From an optimization exercise on the open Yosys and OpenROAD flow, aimed at small area, a short achievable clock period and few clock cycles; shortcuts taken in it are not production practice.
Only simulation tests tie the RTL to the original design; equivalence was not proved.
Power figures rest on the tool's default switching activity, not on a simulated workload.

$ cat design.v
module obc_scr (
    input  wire       clk,
    input  wire       rst,
    input  wire       do_seed,    
    input  wire       do_step,    
    input  wire [7:0] imm,
    input  wire       gen,        
    output wire       bit_out
);
    reg  [6:0] lfsr;
    wire       fb = lfsr[6] ^ lfsr[3];
    assign bit_out = fb ^ (imm[0] & ~gen);
    always @(posedge clk) begin
        if (rst | do_seed | do_step)
            lfsr <= (do_seed ? imm[6:0] : {lfsr[5:0], fb}) & {7{~rst}};
    end
endmodule
module obc_enc (
    input  wire       clk,
    input  wire       rst,
    input  wire       do_clr,     
    input  wire       do_bit,     
    input  wire       b,
    output wire [1:0] code        
);
    reg [5:0] hist;               
    assign code[0] = b ^ hist[1] ^ hist[2] ^ hist[4] ^ hist[5];
    assign code[1] = b ^ hist[0] ^ hist[1] ^ hist[2] ^ hist[5];
    always @(posedge clk) begin
        if (rst || do_clr)
            hist <= 6'd0;
        else if (do_bit)
            hist <= {hist[4:0], b};
    end
endmodule
module obc_pun (
    input  wire       clk,
    input  wire       rst,
    input  wire       do_start,   
    input  wire       do_bit,     
    input  wire [1:0] rate_in,
    output reg        keep        
);
    reg [1:0] rate;
    reg [2:0] phase;
    reg       wrap;
    always @(*) begin
        case (rate)
            2'd1:    begin wrap = (phase == 3'd3); keep = (phase != 3'd3); end
            2'd2:    begin wrap = (phase == 3'd5); keep = (phase != 3'd3) && (phase != 3'd4); end
            default: begin wrap = 1'b1;            keep = 1'b1; end
        endcase
    end
    always @(posedge clk) begin
        if (rst) begin
            rate  <= 2'd0;
            phase <= 3'd0;
        end else if (do_start) begin
            rate  <= rate_in;
            phase <= 3'd0;
        end else if (do_bit) begin
            phase <= wrap ? 3'd0 : phase + 3'd1;
        end
    end
endmodule
module obc_ilv (
    input  wire         clk,
    input  wire         rst,
    input  wire         do_cfg,     
    input  wire         do_bit,     
    input  wire         do_end,     
    input  wire [1:0]   mod_in,
    input  wire         b,
    output wire         idle,       
    output wire         emit,       
    output reg  [8:0]   ncbps_out,
    output wire [287:0] buf_out
);
    reg [1:0]   mod;
    reg [8:0]   j;
    reg [1:0]   r3;
    reg [287:0] buffer;
    reg [8:0]   step;
    reg         wrap;
    integer     n;
    assign buf_out = buffer;
    assign idle    = (j == 9'd0);
    always @(*) begin
        case (mod)
            2'd0: begin
                ncbps_out = 9'd48;
                wrap = (j >= 9'd45);
                step = wrap ? 9'd1 - 9'd45 : 9'd3;
            end
            2'd1: begin
                ncbps_out = 9'd96;
                wrap = (j >= 9'd90);
                step = wrap ? 9'd1 - 9'd90 : 9'd6;
            end
            2'd2: begin
                ncbps_out = 9'd192;
                wrap = (j >= 9'd180);
                step = wrap ? (j[0] ? 9'd0 - 9'd180 : 9'd2 - 9'd180) : (j[0] ? 9'd11 : 9'd13);
            end
            default: begin
                ncbps_out = 9'd288;
                wrap = (j >= 9'd270);
                step = wrap ? 9'd1 - 9'd270 : ((r3 != 2'd0) ? 9'd17 : 9'd20);
            end
        endcase
    end
    assign emit = (mod == 2'd0) ? (j == 9'd47) :
                  (mod == 2'd1) ? (j == 9'd95) :
                  (mod == 2'd2) ? (j == 9'd190) : (j == 9'd287);
    reg [17:0] row;
    reg [15:0] col;
    always @(*) begin
        for (n = 0; n < 18; n = n + 1)
            row[n] = do_bit && (j[8:4] == n);
        for (n = 0; n < 16; n = n + 1)
            col[n] = (j[3:0] == n);
    end
    always @(posedge clk) begin
        for (n = 0; n < 192; n = n + 1)
            if (row[n / 16] & col[n % 16])
                buffer[n] <= b;
            if (row[12]) begin
                buffer[199] <= buffer[200];
                buffer[200] <= buffer[198];
                buffer[198] <= buffer[202];
                buffer[202] <= buffer[203];
                buffer[203] <= buffer[201];
                buffer[201] <= buffer[205];
                buffer[205] <= buffer[206];
                buffer[206] <= buffer[204];
                buffer[204] <= buffer[207];
                buffer[207] <= buffer[194];
                buffer[194] <= buffer[192];
                buffer[192] <= buffer[193];
                buffer[193] <= buffer[197];
                buffer[197] <= buffer[195];
                buffer[195] <= buffer[196];
                buffer[196] <= b;
            end
            if (row[13]) begin
                buffer[216] <= buffer[217];
                buffer[217] <= buffer[218];
                buffer[218] <= buffer[219];
                buffer[219] <= buffer[220];
                buffer[220] <= buffer[221];
                buffer[221] <= buffer[222];
                buffer[222] <= buffer[223];
                buffer[223] <= buffer[208];
                buffer[208] <= buffer[209];
                buffer[209] <= buffer[211];
                buffer[211] <= buffer[212];
                buffer[212] <= buffer[210];
                buffer[210] <= buffer[214];
                buffer[214] <= buffer[215];
                buffer[215] <= buffer[213];
                buffer[213] <= b;
            end
            if (row[14]) begin
                buffer[236] <= buffer[234];
                buffer[234] <= buffer[235];
                buffer[235] <= buffer[239];
                buffer[239] <= buffer[237];
                buffer[237] <= buffer[238];
                buffer[238] <= buffer[224];
                buffer[224] <= buffer[225];
                buffer[225] <= buffer[226];
                buffer[226] <= buffer[227];
                buffer[227] <= buffer[228];
                buffer[228] <= buffer[229];
                buffer[229] <= buffer[230];
                buffer[230] <= buffer[231];
                buffer[231] <= buffer[232];
                buffer[232] <= buffer[233];
                buffer[233] <= b;
            end
            if (row[15]) begin
                buffer[253] <= buffer[254];
                buffer[254] <= buffer[252];
                buffer[252] <= buffer[255];
                buffer[255] <= buffer[242];
                buffer[242] <= buffer[240];
                buffer[240] <= buffer[241];
                buffer[241] <= buffer[245];
                buffer[245] <= buffer[243];
                buffer[243] <= buffer[244];
                buffer[244] <= buffer[248];
                buffer[248] <= buffer[246];
                buffer[246] <= buffer[247];
                buffer[247] <= buffer[251];
                buffer[251] <= buffer[249];
                buffer[249] <= buffer[250];
                buffer[250] <= b;
            end
            if (row[16]) begin
                buffer[270] <= buffer[271];
                buffer[271] <= buffer[256];
                buffer[256] <= buffer[257];
                buffer[257] <= buffer[259];
                buffer[259] <= buffer[260];
                buffer[260] <= buffer[258];
                buffer[258] <= buffer[262];
                buffer[262] <= buffer[263];
                buffer[263] <= buffer[261];
                buffer[261] <= buffer[265];
                buffer[265] <= buffer[266];
                buffer[266] <= buffer[264];
                buffer[264] <= buffer[268];
                buffer[268] <= buffer[269];
                buffer[269] <= buffer[267];
                buffer[267] <= b;
            end
            if (row[17]) begin
                buffer[272] <= buffer[273];
                buffer[273] <= buffer[274];
                buffer[274] <= buffer[275];
                buffer[275] <= buffer[276];
                buffer[276] <= buffer[277];
                buffer[277] <= buffer[278];
                buffer[278] <= buffer[279];
                buffer[279] <= buffer[280];
                buffer[280] <= buffer[281];
                buffer[281] <= buffer[282];
                buffer[282] <= buffer[283];
                buffer[283] <= buffer[284];
                buffer[284] <= buffer[285];
                buffer[285] <= buffer[286];
                buffer[286] <= buffer[287];
                buffer[287] <= b;
            end
    end
    always @(posedge clk) begin
        if (rst) begin
            mod <= 2'd0;
            j   <= 9'd0;
            r3  <= 2'd0;
        end else if (do_cfg) begin
            if (idle)
                mod <= mod_in;
        end else if (do_end || (do_bit && emit)) begin
            j  <= 9'd0;
            r3 <= 2'd0;
        end else if (do_bit) begin
            j <= j + step;
            if (wrap)
                r3 <= (r3 == 2'd2) ? 2'd0 : r3 + 2'd1;
            else
                r3 <= (r3 == 2'd0) ? 2'd2 : r3 - 2'd1;
        end
    end
endmodule
module obc_map (
    input  wire       clk,
    input  wire       rst,
    input  wire       do_cfg,     
    input  wire       do_bit,     
    input  wire       do_end,     
    input  wire [1:0] mod_in,
    input  wire       b,
    output wire       idle,       
    output wire       emit,       
    output reg  [7:0] lvl         
);
    reg [1:0] mod;
    reg [2:0] fill;
    reg [4:0] acc;
    reg [5:0] g;                  
    integer   n;
    assign idle = (fill == 3'd0);
    assign emit = (mod == 2'd0) ? 1'b1 :
                  (mod == 2'd1) ? (fill == 3'd1) :
                  (mod == 2'd2) ? (fill == 3'd3) : (fill == 3'd5);
    always @(*) begin
        for (n = 0; n < 5; n = n + 1)
            g[n] = (fill == n) ? b : acc[n];
        g[5] = b;
    end
    function [3:0] l1(input x);
        l1 = x ? 4'sd1 : -4'sd1;
    endfunction
    function [3:0] l2(input x0, input x1);
        case ({x0, x1})
            2'b00: l2 = -4'sd3;
            2'b01: l2 = -4'sd1;
            2'b10: l2 = 4'sd3;
            default: l2 = 4'sd1;
        endcase
    endfunction
    function [3:0] l3(input x0, input x1, input x2);
        case ({x0, x1, x2})
            3'b000: l3 = -4'sd7;
            3'b001: l3 = -4'sd5;
            3'b010: l3 = -4'sd1;
            3'b011: l3 = -4'sd3;
            3'b100: l3 = 4'sd7;
            3'b101: l3 = 4'sd5;
            3'b110: l3 = 4'sd1;
            default: l3 = 4'sd3;
        endcase
    endfunction
    always @(*) begin
        case (mod)
            2'd0: lvl = {4'd0, l1(g[0])};
            2'd1: lvl = {l1(g[1]), l1(g[0])};
            2'd2: lvl = {l2(g[2], g[3]), l2(g[0], g[1])};
            default: lvl = {l3(g[3], g[4], g[5]), l3(g[0], g[1], g[2])};
        endcase
    end
    always @(posedge clk) begin
        if (do_bit)
            for (n = 0; n < 5; n = n + 1)
                if (fill == n)
                    acc[n] <= b;
    end
    wire clr = rst | do_end | (do_bit & emit);
    always @(posedge clk) begin
        if (rst | (do_cfg & idle))
            mod <= mod_in & {2{~rst}};
        if (clr | do_bit)
            fill <= (fill + 3'd1) & {3{~clr}};
    end
endmodule
module obc_crc (
    input  wire        clk,
    input  wire        rst,
    input  wire        do_init,    
    input  wire        do_byte,    
    input  wire [7:0]  data,
    output wire [31:0] crc_out     
);
    reg [31:0] crcn;
    function [31:0] tab(input [7:0] idx);
        integer k;
        reg [31:0] t;
        begin
            t = 32'd0;
            if (idx[0]) t = t ^ 32'h77073096;
            if (idx[1]) t = t ^ 32'hEE0E612C;
            if (idx[2]) t = t ^ 32'h076DC419;
            if (idx[3]) t = t ^ 32'h0EDB8832;
            if (idx[4]) t = t ^ 32'h1DB71064;
            if (idx[5]) t = t ^ 32'h3B6E20C8;
            if (idx[6]) t = t ^ 32'h76DC4190;
            if (idx[7]) t = t ^ 32'hEDB88320;
            tab = t;
        end
    endfunction
    wire [31:0] crc = ~crcn;
    assign crc_out = crcn;
    wire clr = rst | do_init;
    always @(posedge clk) begin
        if (clr | do_byte)
            crcn <= ~(tab(crc[7:0] ^ data) ^ {8'h00, crc[31:8]}) & {32{~clr}};
    end
endmodule
module ofdm_bit_core (
    input  wire         clk,
    input  wire         rst,           
    input  wire         req_valid,
    output wire         req_ready,
    input  wire [15:0]  req_cmd,
    output reg          rsp_valid,
    output reg  [2:0]   rsp_status,
    output reg  [8:0]   rsp_len,       
    output wire [287:0] rsp_dout
);
    localparam [2:0] ST_OK        = 3'd0;
    localparam [2:0] ST_BADRATE   = 3'd1;
    localparam [2:0] ST_MALFORMED = 3'd3;
    localparam [2:0] ST_ILLEGAL   = 3'd4;
    assign req_ready = 1'b1;
    reg        cv;
    reg [15:0] cw;
    always @(posedge clk) begin
        cv <= req_valid & ~rst;
        cw <= req_cmd;
    end
    wire [3:0] unit = cw[15:12];
    wire [3:0] op   = cw[11:8];
    wire [7:0] imm  = cw[7:0];
    wire scr_seed = (unit == 4'd1) && (op == 4'd0) && (imm[7] == 1'b0);
    wire scr_bit  = (unit == 4'd1) && (op == 4'd1) && (imm[7:1] == 7'd0);
    wire scr_gen  = (unit == 4'd1) && (op == 4'd2) && (imm == 8'd0);
    wire enc_clr  = (unit == 4'd2) && (op == 4'd0) && (imm == 8'd0);
    wire enc_bit  = (unit == 4'd2) && (op == 4'd1) && (imm[7:1] == 7'd0);
    wire pun_strt = (unit == 4'd3) && (op == 4'd0) && (imm[7:2] == 6'd0);
    wire pun_bit  = (unit == 4'd3) && (op == 4'd1) && (imm[7:1] == 7'd0);
    wire ilv_cfg  = (unit == 4'd4) && (op == 4'd0) && (imm[7:2] == 6'd0);
    wire ilv_bit  = (unit == 4'd4) && (op == 4'd1) && (imm[7:1] == 7'd0);
    wire ilv_end  = (unit == 4'd4) && (op == 4'd2) && (imm == 8'd0);
    wire map_cfg  = (unit == 4'd5) && (op == 4'd0) && (imm[7:2] == 6'd0);
    wire map_bit  = (unit == 4'd5) && (op == 4'd1) && (imm[7:1] == 7'd0);
    wire map_end  = (unit == 4'd5) && (op == 4'd2) && (imm == 8'd0);
    wire crc_init = (unit == 4'd9) && (op == 4'd0) && (imm == 8'd0);
    wire crc_byte = (unit == 4'd9) && (op == 4'd1);
    wire crc_fin  = (unit == 4'd9) && (op == 4'd2) && (imm == 8'd0);
    wire legal = scr_seed | scr_bit | scr_gen | enc_clr | enc_bit | pun_strt | pun_bit |
                 ilv_cfg | ilv_bit | ilv_end | map_cfg | map_bit | map_end |
                 crc_init | crc_byte | crc_fin;
    wire        fire = cv;
    wire        pun_rate_ok = (imm[1:0] != 2'd3);
    wire        ilv_idle;
    wire        map_idle;
    wire        scr_out;
    wire [1:0]  enc_out;
    wire        pun_keep;
    wire        ilv_emit;
    wire [8:0]  ilv_n;
    wire [287:0] ilv_buf;
    wire        map_emit;
    wire [7:0]  map_lvl;
    wire [31:0] crc_val;
    obc_scr u_scr (
        .clk(clk), .rst(rst),
        .do_seed(fire & scr_seed), .do_step(fire & (scr_bit | scr_gen)),
        .imm(imm), .gen(scr_gen), .bit_out(scr_out)
    );
    obc_enc u_enc (
        .clk(clk), .rst(rst),
        .do_clr(fire & enc_clr), .do_bit(fire & enc_bit),
        .b(imm[0]), .code(enc_out)
    );
    obc_pun u_pun (
        .clk(clk), .rst(rst),
        .do_start(fire & pun_strt & pun_rate_ok), .do_bit(fire & pun_bit),
        .rate_in(imm[1:0]), .keep(pun_keep)
    );
    obc_ilv u_ilv (
        .clk(clk), .rst(rst),
        .do_cfg(fire & ilv_cfg), .do_bit(fire & ilv_bit), .do_end(fire & ilv_end),
        .mod_in(imm[1:0]), .b(imm[0]),
        .idle(ilv_idle), .emit(ilv_emit), .ncbps_out(ilv_n), .buf_out(ilv_buf)
    );
    obc_map u_map (
        .clk(clk), .rst(rst),
        .do_cfg(fire & map_cfg), .do_bit(fire & map_bit), .do_end(fire & map_end),
        .mod_in(imm[1:0]), .b(imm[0]),
        .idle(map_idle), .emit(map_emit), .lvl(map_lvl)
    );
    obc_crc u_crc (
        .clk(clk), .rst(rst),
        .do_init(fire & crc_init), .do_byte(fire & crc_byte),
        .data(imm), .crc_out(crc_val)
    );
    reg [2:0] nxt_status;
    reg [8:0] nxt_len;
    always @(*) begin
        nxt_status = ST_OK;
        nxt_len    = 9'd0;
        if (!legal)
            nxt_status = ST_ILLEGAL;
        else if (scr_bit || scr_gen)
            nxt_len = 9'd1;
        else if (enc_bit)
            nxt_len = 9'd2;
        else if (pun_strt) begin
            if (!pun_rate_ok)
                nxt_status = ST_BADRATE;
        end else if (pun_bit) begin
            if (pun_keep)
                nxt_len = 9'd1;
        end else if (ilv_cfg || ilv_end) begin
            if (!ilv_idle)
                nxt_status = ST_MALFORMED;
        end else if (ilv_bit) begin
            if (ilv_emit)
                nxt_len = ilv_n;
        end else if (map_cfg || map_end) begin
            if (!map_idle)
                nxt_status = ST_MALFORMED;
        end else if (map_bit) begin
            if (map_emit)
                nxt_len = 9'd8;
        end else if (crc_fin)
            nxt_len = 9'd32;
    end
    reg [31:0] nxt_lo;
    always @(*) begin
        if (cw[15])
            nxt_lo = crc_val;
        else if (!cw[12])
            nxt_lo = {ilv_buf[31:2], cw[13] ? enc_out : ilv_buf[1:0]};
        else if (cw[14])
            nxt_lo = {ilv_buf[31:8], map_lvl};
        else
            nxt_lo = {ilv_buf[31:1], cw[13] ? imm[0] : scr_out};
    end
    reg [31:0] lo;
    always @(posedge clk) begin
        if (rst)
            rsp_valid <= 1'b0;
        else
            rsp_valid <= fire;
        rsp_status <= nxt_status;
        rsp_len    <= nxt_len;
        lo         <= nxt_lo;
    end
    assign rsp_dout = {ilv_buf[287:32], lo};
endmodule
$ cat flow/run.sh
#!/bin/bash
set -euo pipefail
export BUFFER_PORTS_ARGS="-buffer_cell sky130_fd_sc_hd__buf_1"
export CTS_ARGS="-sink_clustering_enable -repair_clock_nets -sink_clustering_size 25 -sink_clustering_max_diameter 100 -sink_clustering_levels 1"
bash standard.sh > standard_flow.log 2>&1
$ cat standard.sh
#!/bin/bash
# synth_recipe.tcl (not shown) runs the flow's synth.tcl, then flattens the netlist and writes it again
# the make line also repeats each setting of config.mk as NAME=value (left out here)
make -C /OpenROAD-flow-scripts/flow DESIGN_CONFIG=/design/flow/config.mk WORK_HOME=/design/flow/orfs CLKGATE_MAP_FILE= SYNTH_SCRIPT=/design/flow/synth_recipe.tcl "${@:-finish}"
$ cat config.mk
export PLATFORM = sky130hd
export DESIGN_NAME = ofdm_bit_core
export DESIGN_NICKNAME = ofdm_bit_core
export VERILOG_FILES = /design/flow/design.v
export SDC_FILE = /design/flow/constraint.sdc
export NUM_CORES = 4
export LEC_CHECK = 0
export CAP_MARGIN = 20
export CORE_AREA = 2.3 2.72 167.68 167.68
export CTS_CLUSTER_DIAMETER = 100
export CTS_CLUSTER_SIZE = 25
export DIE_AREA = 0 0 170.0 170.0
export PLACE_DENSITY = 0.8
export SLEW_MARGIN = 20
export SYNTH_MEMORY_MAX_BITS = 16384
$ cat constraint.sdc
create_clock -name core_clock -period 16.0 [get_ports {clk}]
set_input_delay 3.2000 -clock core_clock [delete_from_list [all_inputs] [get_ports {clk}]]
set_output_delay 3.2000 -clock core_clock [all_outputs]
set_load 0.01 [all_outputs]
==> results of run 1 <==
[registers in the layout, summed over array words and instances (netlist names), 2 cells and up]
| signal | count |
|---|---|
| u_crc.crcn | 32 |
| u_map.acc | 5 |
| u_map.mod | 2 |
| lo | 32 |
| u_ilv.buffer | 288 |
| u_ilv.mod | 2 |
| u_ilv.j | 9 |
| u_pun.rate | 2 |
| u_enc.hist | 6 |
| rsp_len | 8 |
| u_scr.lfsr | 7 |
| u_map.fill | 3 |
| u_ilv.r3 | 2 |
| u_pun.phase | 3 |
| rsp_status | 3 |
| cw | 16 |
[through the flow]
stage	total power (W)	setup slack (ns)	utilization [%]	cells	hold slack (ns)
after floorplan	0.001681	11.16	-	1486	0.4277
after detailed placement	0.001786	11.15	66.87	1836	0.4294
after CTS	0.002344	11.65	69.00	1872	0.4524
after global placement	0.001776	11.18	66.87	1836	0.4255
after global routing	0.002421	11.58	69.06	1873	0.4632
final	0.002335	11.65	69.06	1873	0.4514
[synthesized netlist by cell type, drive strengths merged, types with 2 or more instances]
cell type | instances | area [µm²]
and2 | 7 | 46.30
nand2 | 59 | 231.5
and3 | 2 | 12.51
o21a | 3 | 22.52
xor2 | 21 | 191.4
a21oi | 24 | 123.9
edfxtp | 337 | 10120
conb | 2 | 7.510
nand4 | 5 | 31.28
ha | 29 | 362.9
a211oi | 5 | 37.54
a41o | 2 | 20.02
o21ai | 27 | 135.1
a31oi | 3 | 18.77
nand3 | 16 | 92.59
or3 | 2 | 12.51
nor3 | 18 | 100.1
buf | 289 | 2112
o22ai | 5 | 31.28
xnor2 | 72 | 653.1
a21o | 3 | 22.52
nand2b | 6 | 37.54
o41ai | 2 | 17.52
nor3b | 6 | 61.31
mux2 | 28 | 315.3
nor4 | 3 | 33.78
inv | 30 | 112.6
or4 | 2 | 15.01
a22oi | 9 | 67.56
dfxtp | 85 | 1702
nor2b | 12 | 75.07
mux2i | 25 | 250.2
nand3b | 3 | 22.52
o31ai | 3 | 22.52
clkbuf | 30 | 112.6
nor2 | 293 | 1100
[how the worst min path moves through the flow]
stage	from	to	slack (ns)	depth (start not counted)
after floorplan	u_ilv.buffer[193]	u_ilv.buffer[192]	0.43	0
after global placement	u_ilv.buffer[200]	u_ilv.buffer[199]	0.43	0
after detailed placement	u_ilv.buffer[222]	u_ilv.buffer[221]	0.43	0
after CTS	u_ilv.buffer[198]	u_ilv.buffer[200]	0.45	0
after global routing	u_ilv.buffer[269]	u_ilv.buffer[268]	0.46	0
final	u_ilv.buffer[198]	u_ilv.buffer[200]	0.45	0
[layout make-up]
class | count | share of cell area, %
flip-flops and latches | 422 | 63.54
multi-input cells | 714 | 23.56
repair buffers | 329 | 6.897
clock buffers | 34 | 2.971
well taps | 341 | 2.292
inverters | 31 | 0.6252
clock inverters | 2 | 0.1143
[where the power goes]
group | leakage (nW) | switching [W] | internal, W
sequential | 3.78 | 0.0000488 | 0.00127
clock | 0.274 | 0.000324 | 0.000241
combinational | 1.95 | 0.000248 | 0.000203
[logic make-up (layout without fill, tap and decap cells)]
kind of cell | count (synthesis) | in the layout | synth area share (%)
AND/OR/NAND/NOR | 440 | 440 | 10.42
buffers and inverters | 350 | 396 | 12.64
XOR/XNOR | 93 | 93 | 4.561
multiplexers | 53 | 53 | 3.054
flip-flops | 422 | 422 | 63.84
adder cells (fa/ha/maj) | 30 | 30 | 2.068
other | 2 | 2 | 0.04056
AO/OA/AOI/OAI | 96 | 96 | 3.378
[layer usage]
metal,vias up,global-route usage (%)
met5,-,0
met4,0,9.810
met3,102,6.186
met2,524,44.60
met1,5131,33.61
li1,4841,-
==> impl_metrics.toml, run 1 <==
[run_status]
status = "no timing/DRC/antenna violations"

[sta]
final.min_clock_period_ns = 4.353
finalMaxSlewViolations = 0
grt_setup_unrepaired = "false"
setup_tns_ns = 0
finalSetupViolCount = 0
tightest_slew_ns = 1.042
slew-limit-headroom_pct = 30.53
finalHoldViolCount = 0
fmax_mhz = 229.7
finClkSkew_ns = 0.02017
min_period_over_period_pct = 27.20

[critical_path]
timing.rr.end = "u_ilv.j[8]"
cp_top_family = "flip-flops"
crit_chain = "buf_1"
path_depth = 1
crit_buf_inv = 1
worstSetupEndpointType = "output pin"
cp.required_ns = 12.80
cp_slowest_cell = "edfxtp_1"
cp_max_fo = 1
rrSetupSlack_ns = 11.92
critical_path_class = "reg2out"
startpoint_type = "flop"
reg2reg_from = "u_ilv.j[8]"
endpoint = "rsp_dout[97]"
rr_worst_depth = 14
critPathLaunch = "u_ilv.buffer[97]"
critical_path.max_stage_delay_ns = 0.45
worst-endpoint-arrival_ns = 1.15

[synth]
avgSynthCellArea_um2 = 12.46
ys_warn_count = 7
synth.net_count = 1535
async_reset_ff_share_pct = 0
ys_types = 68
synth-edff-count = 337
synth_area_um2 = 18520
syn-instance-count = 1486
seq_area_frac_synth_pct = 63.84
synthFlopType = "edfxtp_1"
ys_ff_latch = 422

[detailed_routing]
drt_pass1_iterations = 5
wl_met3_um = 3616
ant_nets = 0
vias_per_cell = 5.658
wl_met1_um = 14970
wire_per_inst_um = 20.82
routed.top_layer = "met4"
vias = 10600
wl_um = 39000
drt_iter0_drc = 869
drc = 0
wl_met2_um = 18900

[clock_tree]
htree_levels = 1
cts_hold_buf = 0
cts_tree = "yes"
clk_pin_slew_ns = 0.11
post_cts.repair.setup_buffers = 0
clk_path_buf_depth = 3
cts_resized = 0
cts_buffers = 20
cts_root_buf = "clkbuf_16"
clock_sinks = 422
clk_latency_ns = 0.54

[cells_and_area]
final_common_cell = "edfxtp_1"
most-common-layout-cells = "edfxtp_1, buf_1, nor2_1, dfxtp_1, xnor2_1"
fin_nets = 1567
num_antenna_cells = 0
drive_above_1_share_pct = 5.679
seq_area_um2 = 11830
synthToLayoutAreaGrowth_pct = 0.5068
fillers = 1880
final_cell_area_um2 = 18610
multi_input_area_um2 = 4385

[place]
dp.final_hpwl_um = 26610
io_buffers = 318
place_area_um2 = 18020
place_congestion = 0.9120

[global_route]
grt_pass1_vias = 10410
grt_pass1_wl_um = 58310
antenna_found_initial = 0
grt_max_degree = 123
overflow = 0
grtUsageTotal_pct = 26.43

[floorplan]
row_count = 60
die_area_um2 = 28900
fp.dieW_um = 170
die_h_um = 170
core_um2 = 26950
ios = 321
start_util_pct = 68.71

[pwr]
vdd.ir_drop.worst_mv = 0.08917
powerDensity_nw_per_um2 = 125.5
leakage_nw = 6.006

[min_path]
hold_path_class = "reg2reg"

[flow_run]
maxCapViolCount = 0
Testbench counts, summed over its fixed seeds: cycles 35,835.
==> inputs of run 2 (changes only) <==
==> flow/run.sh (replaced) <==
#!/bin/bash
set -euo pipefail
export BUFFER_PORTS_ARGS="-buffer_cell sky130_fd_sc_hd__buf_1"
export CTS_ARGS="-sink_clustering_enable -repair_clock_nets -sink_clustering_size 25 -sink_clustering_max_diameter 100 -balance_levels"
bash standard.sh > standard_flow.log 2>&1
==> impl_metrics.toml, run 2 <==
[clock_tree]
clk_path_buf_depth = 3
clk_pin_slew_ns = 0.11
cts_resized = 0
clk_latency_ns = 0.54
post_cts.repair.setup_buffers = 0
clock_sinks = 422
cts_tree = "yes"
htree_levels = 1
cts_buffers = 20
cts_hold_buf = 0
cts_root_buf = "clkbuf_16"

[critical_path]
cp_max_fo = 1
cp.required_ns = 12.80
startpoint_type = "flop"
rr_worst_depth = 14
rrSetupSlack_ns = 11.92
crit_chain = "buf_1"
critical_path.max_stage_delay_ns = 0.45
critical_path_class = "reg2out"
crit_buf_inv = 1
reg2reg_from = "u_ilv.j[8]"
worstSetupEndpointType = "output pin"
cp_slowest_cell = "edfxtp_1"
cp_top_family = "flip-flops"
worst-endpoint-arrival_ns = 1.15
timing.rr.end = "u_ilv.j[8]"

[synth]
synth_area_um2 = 18520
async_reset_ff_share_pct = 0
synthFlopType = "edfxtp_1"
synthTopCellsByCount = "edfxtp_1, nor2_1, buf_4"
synth.net_count = 1535
avgSynthCellArea_um2 = 12.46
seq_area_frac_synth_pct = 63.84
synth.largest_area_cell = "edfxtp_1"
ys_types = 68
synth.most_common_cell = "edfxtp_1"
netlist.area_leader.share_pct = 54.65
ys_ff_latch = 422
synth-edff-count = 337
synth_area_leaders = "edfxtp_1, buf_4, dfxtp_1"
syn-instance-count = 1486
ys_warn_count = 7

[detailed_routing]
vias_per_cell = 5.658
drt_iter0_drc = 869
wire_per_inst_um = 20.82
vias = 10600
drt_pass1_iterations = 5
drc = 0
ant_nets = 0
wl_um = 39000

[cells_and_area]
drive_above_1_share_pct = 5.679
regMostFlops = "u_ilv.buffer"
postLayoutCoreUtil_pct = 69.06
final_common_cell = "edfxtp_1"
stdcell_count = 1873
synthToLayoutAreaGrowth_pct = 0.5068
fin_nets = 1567
num_antenna_cells = 0
most-common-layout-cells = "edfxtp_1, buf_1, nor2_1, dfxtp_1, xnor2_1"
top_regs = "u_ilv.buffer (288), lo (32), u_crc.crcn (32)"
largest_reg_flops = 288

[place]
place_congestion = 0.9120
io_buffers = 318
dpl.cell_count = 1836
dp.final_hpwl_um = 26610

[min_path]
hold_path_class = "reg2reg"
holdPathStages = 0
whs_endpoint = "u_ilv.buffer[200]"
min_from = "u_ilv.buffer[198]"

[floorplan]
start_util_pct = 68.71
core_um2 = 26950
die_area_um2 = 28900
die_h_um = 170
fp.dieW_um = 170
ios = 321
row_count = 60

[sta]
finalSetupViolCount = 0
min_period_over_period_pct = 27.20
finalMaxSlewViolations = 0
finClkSkew_ns = 0.02017
finalHoldViolCount = 0
grt_setup_unrepaired = "false"
final.min_clock_period_ns = 4.353
setup_tns_ns = 0
slew-limit-headroom_pct = 30.53
fmax_mhz = 229.7
tightest_slew_ns = 1.042

[run_status]
status = "no timing/DRC/antenna violations"

[global_route]
grt_pass1_wl_um = 58310
grt_pass1_vias = 10410
antenna_found_initial = 0
grtUsageTotal_pct = 26.43
grt_max_degree = 123
overflow = 0

[pwr]
powerDensity_nw_per_um2 = 125.5
vdd.ir_drop.worst_mv = 0.08917
leakage_nw = 6.006
p_total_w = 0.002335

[flow_run]
maxCapViolCount = 0
-- run 2: kinds of logic after synthesis --
group           count (synthesis)  synth area share [%]
compound gates                 96                 3.378
xor+xnor                       93                 4.561
fa+ha+maj                      30                 2.068
buf+inv                       350                 12.64
flops                         422                 63.84
mux                            53                 3.054
other cells                     2               0.04056
simple gates                  440                 10.42
-- run 2: final cells by class --
| type | count | area [µm²] |
|---|---|---|
| clock buffers | 34 | 553.0 |
| clock inverters | 2 | 21.27 |
| fillers | 1880 | 8339 |
| inverters | 31 | 116.4 |
| multi-input cells | 714 | 4385 |
| flip-flops and latches | 422 | 11830 |
| well taps | 341 | 426.7 |
| repair buffers | 329 | 1284 |
-- run 2: where the power goes --
part | internal [W] | total (W) | switching (W)
Sequential | 0.00127 | 0.00132 | 0.0000488
Clock | 0.000241 | 0.000565 | 0.000324
Combinational | 0.000203 | 0.000452 | 0.000248
-- run 2: worst max path at each step --
stage | from | end | slack, ns | cells past startpoint
3_3_place_gp | rst | u_crc.crcn[17] | 11.18 | 5
3_5_place_dp | rst | u_crc.crcn[17] | 11.15 | 5
2_1_floorplan | rst | u_crc.crcn[0] | 11.16 | 3
5_1_grt | rst | u_crc.crcn[6] | 11.58 | 5
4_1_cts | u_ilv.buffer[97] | rsp_dout[97] | 11.65 | 1
6_report | u_ilv.buffer[97] | rsp_dout[97] | 11.65 | 1
-- run 2: per-stage QoR --
stage | hold WS [ns] | area (µm²) | worst slack, ns
2_1_floorplan | 0.4277 | 18520 | 11.16
3_3_place_gp | 0.4255 | 18020 | 11.18
3_5_place_dp | 0.4294 | 18020 | 11.15
4_1_cts | 0.4524 | 18600 | 11.65
5_1_grt | 0.4632 | 18610 | 11.58
6_report | 0.4514 | 18610 | 11.65
-- run 2: per-layer routing --
metal / wire (µm) / vias up / track usage (%)
met5: 0 / - / 0
met1: 14970 / 5131 / 33.61
met2: 18900 / 524 / 44.60
met3: 3616 / 102 / 6.186
met4: 1515 / 0 / 9.810
li1: - / 4841 / -
==> inputs of run 3 (changes only) <==
==> flow/run.sh (replaced) <==
#!/bin/bash
# The standard layout, with the port buffers made from the smallest buffer
# cell instead of the flow's default choice; repair may still upsize them.
set -euo pipefail
export BUFFER_PORTS_ARGS="-buffer_cell sky130_fd_sc_hd__buf_1"
bash standard.sh > standard_flow.log 2>&1
--- a/config.mk
+++ b/config.mk
@@ -9,5 +9,5 @@
 export CORE_AREA = 2.3 2.72 167.68 167.68
 export CTS_CLUSTER_DIAMETER = 100
-export CTS_CLUSTER_SIZE = 25
+export CTS_CLUSTER_SIZE = 28
 export DIE_AREA = 0 0 170.0 170.0
 export PLACE_DENSITY = 0.8
==> impl_metrics.toml, run 3 <==
[pwr]
pwr-share-comb_pct = 19.4
swShare_pct = 26.52
seq_power_share_pct = 56.9
leakage_nw = 5.994
p_switching_w = 0.0006149
internal-power_w = 0.001703
pwr-share-clk_pct = 23.8
powerDensity_nw_per_um2 = 124.7
vdd.ir_drop.worst_mv = 0.09103
p_total_w = 0.002318

[clock_tree]
cts_root_buf = "clkbuf_16"
clk_pin_slew_ns = 0.11
clk_latency_ns = 0.54
clock_sinks = 422
post_cts.repair.setup_buffers = 0
htree_levels = 1
clk_path_buf_depth = 3
cts_tree = "yes"
cts_resized = 0
cts_buffers = 19
cts_hold_buf = 0

[critical_path]
cp_max_fo = 1
cp.required_ns = 12.80
cp_slowest_cell = "edfxtp_1"
crit_chain = "buf_1"
worst-endpoint-arrival_ns = 1.14
critical_path.max_stage_delay_ns = 0.45
crit_buf_inv = 1
startpoint_type = "flop"
critical_path_class = "reg2out"
worstSetupEndpointType = "output pin"
rrSetupSlack_ns = 11.92
cp_top_family = "flip-flops"

[sta]
finalMaxSlewViolations = 0
min_period_over_period_pct = 27.14
final.min_clock_period_ns = 4.342
finClkSkew_ns = 0.03493
grt_setup_unrepaired = "false"
tightest_slew_ns = 1.040
finalHoldViolCount = 0
setup_tns_ns = 0
finalSetupViolCount = 0
slew-limit-headroom_pct = 30.67
fmax_mhz = 230.3

[detailed_routing]
wire_per_inst_um = 20.80
vias = 10600
drc = 0
vias_per_cell = 5.666
drt_pass1_iterations = 5
wl_um = 38910
drt_iter0_drc = 861
ant_nets = 0

[place]
io_buffers = 318
dp.final_hpwl_um = 26610
place_congestion = 0.9120
dpl.cell_count = 1836
place_area_um2 = 18020

[synth]
synth.net_count = 1535
ys_warn_count = 7
syn-instance-count = 1486
synth_area_leaders = "edfxtp_1, buf_4, dfxtp_1"
synthTopCellsByCount = "edfxtp_1, nor2_1, buf_4"
synth.most_common_cell = "edfxtp_1"
synth.largest_area_cell = "edfxtp_1"
netlist.area_leader.share_pct = 54.65
ys_ff_latch = 422
synthFlopType = "edfxtp_1"
avgSynthCellArea_um2 = 12.46
synth-edff-count = 337
seq_area_frac_synth_pct = 63.84
synth_area_um2 = 18520
ys_types = 68
async_reset_ff_share_pct = 0

[cells_and_area]
final_cell_area_um2 = 18590
regMostFlops = "u_ilv.buffer"
synthToLayoutAreaGrowth_pct = 0.4123
fin_nets = 1566
drive_above_1_share_pct = 5.559
stdcell_count = 1871
final_common_cell = "edfxtp_1"
largest_reg_flops = 288
most-common-layout-cells = "edfxtp_1, buf_1, nor2_1, dfxtp_1, xnor2_1"
top_regs = "u_ilv.buffer (288), lo (32), u_crc.crcn (32)"

[run_status]
status = "no timing/DRC/antenna violations"

[global_route]
grt_max_degree = 123
overflow = 0
grtUsageTotal_pct = 26.28
antenna_found_initial = 1
grt_pass1_vias = 10400
grt_pass1_wl_um = 57880

[floorplan]
ios = 321
row_count = 60
die_area_um2 = 28900
fp.dieW_um = 170
start_util_pct = 68.71
die_h_um = 170
core_um2 = 26950

[flow_run]
maxCapViolCount = 0

[min_path]
hold_path_class = "reg2reg"
run 3: power groups by stage:
stage / logic [W] / clock network, W / registers (W)
final: 0.000449 / 0.000551 / 0.00132
after detailed placement: 0.000444 / 0 / 0.00134
after CTS: 0.000450 / 0.000561 / 0.00132
after global routing: 0.000488 / 0.000593 / 0.00132
after floorplan: 0.000344 / 0 / 0.00134
after global placement: 0.000436 / 0 / 0.00134
run 3: cell families (layout without fill, tap and decap cells):
group           Yosys count  after routing  synth area share [%]
simple gates            440            440                 10.42
compound gates           96             96                 3.378
buf+inv                 350            393                 12.64
fa+ha+maj                30             30                 2.068
xor+xnor                 93             93                 4.561
other cells               2              3               0.04056
mux                      53             53                 3.054
flops                   422            422                 63.84
run 3: final timing paths:
kind,startpoint,to,cells past startpoint
worst min register to register,u_ilv.buffer[198],u_ilv.buffer[200],0
worst max register to register,u_ilv.j[8],u_ilv.j[8],14
worst min-delay path,u_ilv.buffer[198],u_ilv.buffer[200],0
worst max-delay path,u_ilv.buffer[97],rsp_dout[97],1
run 3: final cells by class:
cell class / count / area (µm²)
clock buffer: 31 / 520.5
sequential: 422 / 11830
antenna: 1 / 2.502
inverter: 31 / 116.4
fill: 1879 / 8357
multi-input combinational: 714 / 4385
timing repair buffer: 329 / 1284
clock inverter: 2 / 33.78
tap: 341 / 426.7
run 3: per-stage QoR:
stage | worst slack [ns] | hold WS, ns | util, %
2_1_floorplan | 11.16 | 0.4277 | -
3_3_place_gp | 11.18 | 0.4255 | 66.87
3_5_place_dp | 11.15 | 0.4294 | 66.87
4_1_cts | 11.65 | 0.4547 | 68.93
5_1_grt | 11.58 | 0.4640 | 68.98
6_report | 11.66 | 0.4538 | 68.99
run 3: per-layer routing:
metal,routed length [µm],track usage (%),up-vias
li1,-,-,4840
met1,14780,33.09,5128
met2,18840,44.13,538
met3,3783,6.279,95
met4,1503,10.74,0
met5,0,0,-
==> inputs of run 4 (changes only) <==
--- a/config.mk
+++ b/config.mk
@@ -9,7 +9,7 @@
 export CORE_AREA = 2.3 2.72 167.68 167.68
 export CTS_CLUSTER_DIAMETER = 100
-export CTS_CLUSTER_SIZE = 28
+export CTS_CLUSTER_SIZE = 25
 export DIE_AREA = 0 0 170.0 170.0
-export PLACE_DENSITY = 0.8
+export PLACE_DENSITY = 0.5
 export SLEW_MARGIN = 20
 export SYNTH_MEMORY_MAX_BITS = 16384
==> impl_metrics.toml, run 4 <==
[run_status]
status = "no timing/DRC/antenna violations"

[clock_tree]
htree_levels = 1
clk_latency_ns = 0.54
cts_buffers = 20
cts_hold_buf = 0
clk_path_buf_depth = 3
clk_pin_slew_ns = 0.09
post_cts.repair.setup_buffers = 0
cts_root_buf = "clkbuf_16"
cts_resized = 0
cts_tree = "yes"
clock_sinks = 422

[detailed_routing]
ant_nets = 0
vias = 10410
drt_pass1_iterations = 5
drc = 0
wl_um = 38320
vias_per_cell = 5.550
drt_iter0_drc = 874
wire_per_inst_um = 20.44

[place]
dp_slack_ns = 11.14
place_area_um2 = 18040
place_congestion = 0.8922
dp.final_hpwl_um = 26420
io_buffers = 318

[critical_path]
crit_buf_inv = 4
cp_top_family = "buffers and inverters"
path_common_cell = "buf_4"
reg2reg_from = "u_ilv.j[8]"
critPathLaunch = "rst"
cp_slowest_cell = "buf_4"
worst-endpoint-arrival_ns = 4.50
crit_chain = "buf_1, buf_4, clkinv_1, nand2_1, buf_4"
cp.required_ns = 16.19
critical_path.max_stage_delay_ns = 0.39
cp_max_fo = 32
startpoint_type = "primary input"
critical_path_class = "in2reg"
worstSetupEndpointType = "flop"

[cells_and_area]
final_cell_area_um2 = 18630
multi_input_area_um2 = 4385
fin_nets = 1569
regMostFlops = "u_ilv.buffer"
fillers = 2039
most-common-layout-cells = "edfxtp_1, buf_1, nor2_1, dfxtp_1, xnor2_1"
drive_above_1_share_pct = 5.867
seq_area_um2 = 11830
final_common_cell = "edfxtp_1"
top_regs = "u_ilv.buffer (288), lo (32), u_crc.crcn (32)"
num_antenna_cells = 0
synthToLayoutAreaGrowth_pct = 0.6218
largest_reg_flops = 288

[pwr]
powerDensity_nw_per_um2 = 124.9
leakage_nw = 6.020
vdd.ir_drop.worst_mv = 0.09404

[synth]
synth.most_common_cell = "edfxtp_1"
synth-edff-count = 337
synth_area_leaders = "edfxtp_1, buf_4, dfxtp_1"
synth.largest_area_cell = "edfxtp_1"
avgSynthCellArea_um2 = 12.46
synthTopCellsByCount = "edfxtp_1, nor2_1, buf_4"
syn-instance-count = 1486
async_reset_ff_share_pct = 0
synthFlopType = "edfxtp_1"
seq_area_frac_synth_pct = 63.84
netlist.area_leader.share_pct = 54.65
ys_warn_count = 7
synth_area_um2 = 18520
synth.net_count = 1535
ys_ff_latch = 422
ys_types = 68

[sta]
finalSetupViolCount = 0
fmax_mhz = 231.9
finalMaxSlewViolations = 0
grt_setup_unrepaired = "false"
slew-limit-headroom_pct = 30.24
layout_setup_ws_ns = 11.69
finalHoldViolCount = 0
finClkSkew_ns = 0.02036
final.min_clock_period_ns = 4.313
tightest_slew_ns = 1.046
hold_slack_ns = 0.4508
min_period_over_period_pct = 26.96
setup_tns_ns = 0

[global_route]
gr-usage-met3_pct = 6.395
grt_pass1_wl_um = 57170
busiest_layer = "met2"
antenna_found_initial = 0
grt_pass1_vias = 9948
use_met1_pct = 36.21
grt_max_degree = 72
grtUsageTotal_pct = 26.23
overflow = 0
use_met2_pct = 42.61

[floorplan]
fp.dieW_um = 170
row_count = 60
die_area_um2 = 28900
core_um2 = 26950
die_h_um = 170
start_util_pct = 68.71
ios = 321

[min_path]
hold_path_class = "reg2reg"
min_from = "u_ilv.buffer[257]"

[flow_run]
maxCapViolCount = 0
run 4: cell types whose count changed in the layout (fill, tap and decap cells not counted), sizes merged:
cell	previous run	this run
clkbuf	31	35
buf	329	331
clkinv	3	2
diode	1	0
run 4: layout make-up:
cell class	count	share of cell area (%)
sequential	422	63.47
clock inverter	1	0.02686
clock buffer	35	3.102
multi-input combinational	714	23.54
timing repair buffer	331	6.950
tap	341	2.290
inverter	31	0.6245
run 4: logic make-up (layout without fill, tap and decap cells):
family / after synthesis / after routing / synth area share, %
simple gates: 440 / 440 / 10.42
flops: 422 / 422 / 63.84
buf+inv: 350 / 398 / 12.64
compound gates: 96 / 96 / 3.378
xor+xnor: 93 / 93 / 4.561
mux: 53 / 53 / 3.054
fa+ha+maj: 30 / 30 / 2.068
other cells: 2 / 2 / 0.04056
run 4: layer usage:
| layer | share of wire, % | routed length (µm) | vias up |
|---|---|---|---|
| li1 | - | - | 4844 |
| met1 | 41 | 15880 | 5079 |
| met2 | 47 | 18150 | 428 |
| met3 | 8.8 | 3363 | 55 |
| met4 | 2.4 | 920 | 0 |
| met5 | 0 | 0 | - |
run 4: power breakdown:
group	total, W	internal [W]	switching [W]
sequential	0.00132	0.00127	0.0000510
combinational	0.000439	0.000203	0.000235
clock	0.000569	0.000249	0.000319
run 4: through the flow:
stage / utilization (%) / std cells / total power (W)
5_1_grt: 69.14 / 1875 / 0.002417
6_report: 69.14 / 1875 / 0.002328
3_5_place_dp: 66.93 / 1838 / 0.001782
2_1_floorplan: - / 1486 / 0.001681
3_3_place_gp: 66.93 / 1838 / 0.001780
4_1_cts: 69.09 / 1874 / 0.002338
run 4: final timing paths:
kind                            end  slack (ns)  cells after the start
setup reg to reg         u_ilv.j[8]       11.98                     14
hold reg to reg   u_ilv.buffer[256]        0.45                      0
hold / removal    u_ilv.buffer[256]        0.45                      0
setup / recovery      u_crc.crcn[1]       11.69                      5
==> inputs of run 5 (changes only) <==
--- a/config.mk
+++ b/config.mk
@@ -11,5 +11,5 @@
 export CTS_CLUSTER_SIZE = 25
 export DIE_AREA = 0 0 170.0 170.0
-export PLACE_DENSITY = 0.5
+export PLACE_DENSITY = 0.95
 export SLEW_MARGIN = 20
 export SYNTH_MEMORY_MAX_BITS = 16384
==> impl_metrics.toml, run 5 <==
[run_status]
status = "no timing/DRC/antenna violations"

[critical_path]
rr_worst_depth = 14
reg2reg_from = "u_ilv.j[8]"
worst-endpoint-arrival_ns = 4.52
worstSetupEndpointType = "flop"
critPathLaunch = "rst"
cp.required_ns = 16.20
cp_max_fo = 32
timing.rr.end = "u_ilv.j[8]"
startpoint_type = "primary input"
endpoint = "u_crc.crcn[31]"
critical_path_class = "in2reg"
rrSetupSlack_ns = 12.02

[sta]
finalHoldViolCount = 0
slew-limit-headroom_pct = 30.02
fmax_mhz = 231.1
grt_setup_unrepaired = "false"
tightest_slew_ns = 1.047
finalSetupViolCount = 0
setup_tns_ns = 0
layout_setup_ws_ns = 11.67
finClkSkew_ns = 0.01872
finalMaxSlewViolations = 0
min_period_over_period_pct = 27.05
final.min_clock_period_ns = 4.328

[place]
dpl.cell_count = 1835
io_buffers = 318
dp_slack_ns = 11.16
place_congestion = 0.9353
dp.final_hpwl_um = 26500
place_area_um2 = 18010

[synth]
synth.most_common_cell = "edfxtp_1"
netlist.area_leader.share_pct = 54.65
synth-edff-count = 337
avgSynthCellArea_um2 = 12.46
synthTopCellsByCount = "edfxtp_1, nor2_1, buf_4"
ys_types = 68
synthFlopType = "edfxtp_1"
async_reset_ff_share_pct = 0
syn-instance-count = 1486
synth_area_leaders = "edfxtp_1, buf_4, dfxtp_1"
seq_area_frac_synth_pct = 63.84
synth_area_um2 = 18520
synth.largest_area_cell = "edfxtp_1"
synth.net_count = 1535
ys_ff_latch = 422
ys_warn_count = 7

[min_path]
hold_path_class = "reg2reg"

[clock_tree]
post_cts.repair.setup_buffers = 0
clock_sinks = 422
cts_root_buf = "clkbuf_16"
htree_levels = 1
cts_hold_buf = 0
clk_latency_ns = 0.54
cts_buffers = 20
cts_tree = "yes"
clk_pin_slew_ns = 0.09
cts_resized = 0
clk_path_buf_depth = 3

[cells_and_area]
regMostFlops = "u_ilv.buffer"
synthToLayoutAreaGrowth_pct = 0.5273
most-common-layout-cells = "edfxtp_1, buf_1, nor2_1, dfxtp_1, xnor2_1"
final_common_cell = "edfxtp_1"
fin_nets = 1566
top_regs = "u_ilv.buffer (288), lo (32), u_crc.crcn (32)"
largest_reg_flops = 288
stdcell_count = 1871
num_antenna_cells = 0
final_cell_area_um2 = 18620
drive_above_1_share_pct = 5.621

[global_route]
use_met2_pct = 45.20
antenna_found_initial = 0
use_met1_pct = 34.45
busiest_layer = "met2"
gr-usage-met3_pct = 5.163
grtUsageTotal_pct = 26.64
grt_pass1_wl_um = 58640
overflow = 0
grt_max_degree = 109
grt_pass1_vias = 10540

[flow_run]
maxCapViolCount = 0

[floorplan]
row_count = 60
die_area_um2 = 28900
start_util_pct = 68.71
die_h_um = 170
core_um2 = 26950
fp.dieW_um = 170
ios = 321

[detailed_routing]
ant_nets = 0
wire_per_inst_um = 21.00
drt_pass1_iterations = 5
vias_per_cell = 5.769
vias = 10790
wl_um = 39290
drt_iter0_drc = 1020
drc = 0

[pwr]
powerDensity_nw_per_um2 = 126.0
vdd.ir_drop.worst_mv = 0.08906
leakage_nw = 6.005
run 5: cell counts after synthesis:
Identical to the previous run, type by type.
run 5: how the worst min path moves through the flow:
stage	startpoint	endpoint	slack (ns)	cells after the start
2_1_floorplan	u_ilv.buffer[193]	u_ilv.buffer[192]	0.43	0
3_3_place_gp	u_ilv.buffer[252]	u_ilv.buffer[254]	0.43	0
3_5_place_dp	u_ilv.buffer[227]	u_ilv.buffer[226]	0.43	0
4_1_cts	u_ilv.buffer[204]	u_ilv.buffer[206]	0.45	0
5_1_grt	u_ilv.buffer[243]	u_ilv.buffer[245]	0.46	0
6_report	u_ilv.buffer[243]	u_ilv.buffer[245]	0.45	0
run 5: stage by stage:
stage / power, W / utilization [%] / hold WS (ns)
2_1_floorplan: 0.001681 / - / 0.4277
3_3_place_gp: 0.001763 / 66.84 / 0.4290
3_5_place_dp: 0.001787 / 66.84 / 0.4301
4_1_cts: 0.002351 / 68.99 / 0.4535
5_1_grt: 0.002438 / 69.07 / 0.4565
6_report: 0.002345 / 69.07 / 0.4525
run 5: where the power goes:
group | switching (W) | internal (W)
Clock | 0.000320 | 0.000248
Sequential | 0.0000458 | 0.00127
Combinational | 0.000258 | 0.000204
Total | 0.000623 | 0.00172
run 5: layout make-up:
type / count / area (µm²)
Clock buffer: 34 / 574.3
Clock inverter: 1 / 5.005
Fill cell: 1783 / 8335
Inverter: 31 / 116.4
Multi-Input combinational cell: 714 / 4392
Sequential cell: 422 / 11830
Tap cell: 341 / 426.7
Timing Repair Buffer: 328 / 1276
run 5: per-layer routing:
| metal | up-vias | wire length, µm |
|---|---|---|
| li1 | 4827 | - |
| met1 | 5285 | 14800 |
| met2 | 577 | 19480 |
| met3 | 105 | 3503 |
| met4 | 0 | 1507 |
| met5 | - | 0 |
run 5: logic make-up after synthesis:
family          Yosys count  share of synthesized area [%]
simple gates            440                          10.42
flops                   422                          63.84
buf+inv                 350                          12.64
compound gates           96                          3.378
xor+xnor                 93                          4.561
mux                      53                          3.054
fa+ha+maj                30                          2.068
other cells               2                        0.04056
run 5: critical path: stages:
cell	delay, ns
buf_1	0.07
buf_4	0.31
clkinv_1	0.38
nand2_1	0.14
buf_4	0.39
==> inputs of run 6 (changes only) <==
--- a/config.mk
+++ b/config.mk
@@ -11,5 +11,5 @@
 export CTS_CLUSTER_SIZE = 25
 export DIE_AREA = 0 0 170.0 170.0
-export PLACE_DENSITY = 0.95
+export PLACE_DENSITY = 0.8
 export SLEW_MARGIN = 20
 export SYNTH_MEMORY_MAX_BITS = 16384
==> impl_metrics.toml, run 6 <==
[run_status]
status = "no timing/DRC/antenna violations"

[synth]
synth_area_leaders = "edfxtp_1, buf_4, dfxtp_1"
ys_types = 68
synth.net_count = 1535
syn-instance-count = 1486
synth_top_family_by_area = "buffers and inverters"
synth.largest_area_cell = "edfxtp_1"
synth-edff-count = 337
synthXorXnorAreaFrac_pct = 4.561
ys_warn_count = 7
ys_ff_latch = 422
async_reset_ff_share_pct = 0
netlist.area_leader.share_pct = 54.65
synth.most_common_cell = "edfxtp_1"
seq_area_frac_synth_pct = 63.84
synthSimpleGateAreaFrac_pct = 10.42
synthMuxAreaShare_pct = 3.054
synth-compound-area-share_pct = 3.378
synthAdderAreaFrac_pct = 2.068
synth_area_um2 = 18520
avgSynthCellArea_um2 = 12.46
synthFlopType = "edfxtp_1"
synthTopCellsByCount = "edfxtp_1, nor2_1, buf_4"

[sta]
finalSetupViolCount = 0
finClkSkew_ns = 0.02017
fmax_mhz = 229.7
finalHoldViolCount = 0
setup_tns_ns = 0
slew-limit-headroom_pct = 30.53
grt_setup_unrepaired = "false"
finalMaxSlewViolations = 0
tightest_slew_ns = 1.042
final.min_clock_period_ns = 4.353
min_period_over_period_pct = 27.20

[clock_tree]
cts_hold_buf = 0
htree_levels = 1
post_cts.repair.setup_buffers = 0
cts_resized = 0
cts_tree = "yes"
cts_root_buf = "clkbuf_16"
clock_sinks = 422
clk_pin_slew_ns = 0.11
clk_path_buf_depth = 3
clk_latency_ns = 0.54
cts_buffers = 20

[critical_path]
crit_chain = "buf_1"
worst-endpoint-arrival_ns = 1.15
endpoint = "rsp_dout[97]"
cp_top_family = "flip-flops"
timing.rr.end = "u_ilv.j[8]"
cp_slowest_cell = "edfxtp_1"
critical_path.max_stage_delay_ns = 0.45
worstSetupEndpointType = "output pin"
critical_path_class = "reg2out"
critPathLaunch = "u_ilv.buffer[97]"
path_depth = 1
rr_worst_depth = 14
startpoint_type = "flop"
cp.required_ns = 12.80
rrSetupSlack_ns = 11.92
cp_max_fo = 1
reg2reg_from = "u_ilv.j[8]"
crit_buf_inv = 1

[cells_and_area]
largest_reg_flops = 288
fin_nets = 1567
top_regs = "u_ilv.buffer (288), lo (32), u_crc.crcn (32)"
synthToLayoutAreaGrowth_pct = 0.5068
most-common-layout-cells = "edfxtp_1, buf_1, nor2_1, dfxtp_1, xnor2_1"
drive_above_1_share_pct = 5.679
final_common_cell = "edfxtp_1"
postLayoutCoreUtil_pct = 69.06
fillers = 1880
num_antenna_cells = 0
regMostFlops = "u_ilv.buffer"

[detailed_routing]
ant_nets = 0
drc = 0
wire_per_inst_um = 20.82
drt_iter0_drc = 869
vias_per_cell = 5.658
vias = 10600
wl_um = 39000
drt_pass1_iterations = 5

[place]
io_buffers = 318
place_congestion = 0.9120
dp.final_hpwl_um = 26610

[floorplan]
start_util_pct = 68.71
die_h_um = 170
ios = 321
core_um2 = 26950
die_area_um2 = 28900
fp.dieW_um = 170
row_count = 60

[flow_run]
maxCapViolCount = 0

[global_route]
grt_pass1_wl_um = 58310
grt_pass1_vias = 10410
overflow = 0
grt_max_degree = 123
grtUsageTotal_pct = 26.43
antenna_found_initial = 0

[pwr]
leakage_nw = 6.006
powerDensity_nw_per_um2 = 125.5
vdd.ir_drop.worst_mv = 0.08917

[min_path]
hold_path_class = "reg2reg"
==> run 6: power breakdown <==
group | total, W | switching, W | internal [W]
Clock | 0.000565 | 0.000324 | 0.000241
Sequential | 0.00132 | 0.0000488 | 0.00127
Combinational | 0.000452 | 0.000248 | 0.000203
Total | 0.00234 | 0.000621 | 0.00171
==> run 6: layer usage <==
| layer | routed length (µm) | vias to the layer above | GRT usage (%) | share of wire [%] |
|---|---|---|---|---|
| met3 | 3616 | 102 | 6.186 | 9.3 |
| met2 | 18900 | 524 | 44.60 | 48 |
| met4 | 1515 | 0 | 9.810 | 3.9 |
| met5 | 0 | - | 0 | 0 |
| li1 | - | 4841 | - | - |
| met1 | 14970 | 5131 | 33.61 | 38 |
==> run 6: final cells by class <==
| type | count | area, µm² | share of cell area, % |
|---|---|---|---|
| sequential | 422 | 11830 | 63.54 |
| timing repair buffer | 329 | 1284 | 6.897 |
| clock inverter | 2 | 21.27 | 0.1143 |
| tap | 341 | 426.7 | 2.292 |
| clock buffer | 34 | 553.0 | 2.971 |
| multi-input combinational | 714 | 4385 | 23.56 |
| inverter | 31 | 116.4 | 0.6252 |
==> run 6: through the flow <==
step           setup slack [ns]  area [µm²]  hold WS [ns]  std cells  power (W)
5_1_grt                   11.58       18610        0.4632       1873   0.002421
6_report                  11.65       18610        0.4514       1873   0.002335
3_3_place_gp              11.18       18020        0.4255       1836   0.001776
4_1_cts                   11.65       18600        0.4524       1872   0.002344
3_5_place_dp              11.15       18020        0.4294       1836   0.001786
2_1_floorplan             11.16       18520        0.4277       1486   0.001681
==> run 6: how the worst min path moves through the flow <==
stage | startpoint | to | slack, ns | cells past startpoint
6_report | u_ilv.buffer[198] | u_ilv.buffer[200] | 0.45 | 0
2_1_floorplan | u_ilv.buffer[193] | u_ilv.buffer[192] | 0.43 | 0
3_5_place_dp | u_ilv.buffer[222] | u_ilv.buffer[221] | 0.43 | 0
4_1_cts | u_ilv.buffer[198] | u_ilv.buffer[200] | 0.45 | 0
3_3_place_gp | u_ilv.buffer[200] | u_ilv.buffer[199] | 0.43 | 0
5_1_grt | u_ilv.buffer[269] | u_ilv.buffer[268] | 0.46 | 0
==> run 6: cell families (layout without fill, tap and decap cells) <==
group           count (synthesis)  after routing
compound gates                 96             96
xor+xnor                       93             93
fa+ha+maj                      30             30
buf+inv                       350            396
flops                         422            422
mux                            53             53
other cells                     2              2
simple gates                  440            440

## re-timing with driven ports
Ports are ideal in the flow. The routed layouts listed here were re-timed in OpenROAD.
Step 1, drivers: a clkbuf_16 drives clk and a buf_2 each remaining input, both assumed.
Step 2 times the ports against the registers' clock, not the clock port: input delays grow and output delays shrink by t, the midpoint of the rising clock arrivals with the driver on.
Three values: no drivers, after step 1, after step 2; two values: the first two.
run	t, ns	slack for setup (ns)	pins driven straight from the clock port
run 1	0.585	11.647 / 11.597 / 11.129	1
run 2	0.585	11.647 / 11.597 / 11.129	1
run 3	0.578	11.658 / 11.606 / 11.126	1
run 4	0.577	11.687 / 11.651 / 11.139	1
run 5	0.583	11.672 / 11.628 / 11.112	1
run 6	0.585	11.647 / 11.597 / 11.129	1
After both steps setup and hold are still met in every run listed. For run 5, which loses most, drivers alone change the setup slack by -0.044 ns; drivers and shift together by -0.560 ns.
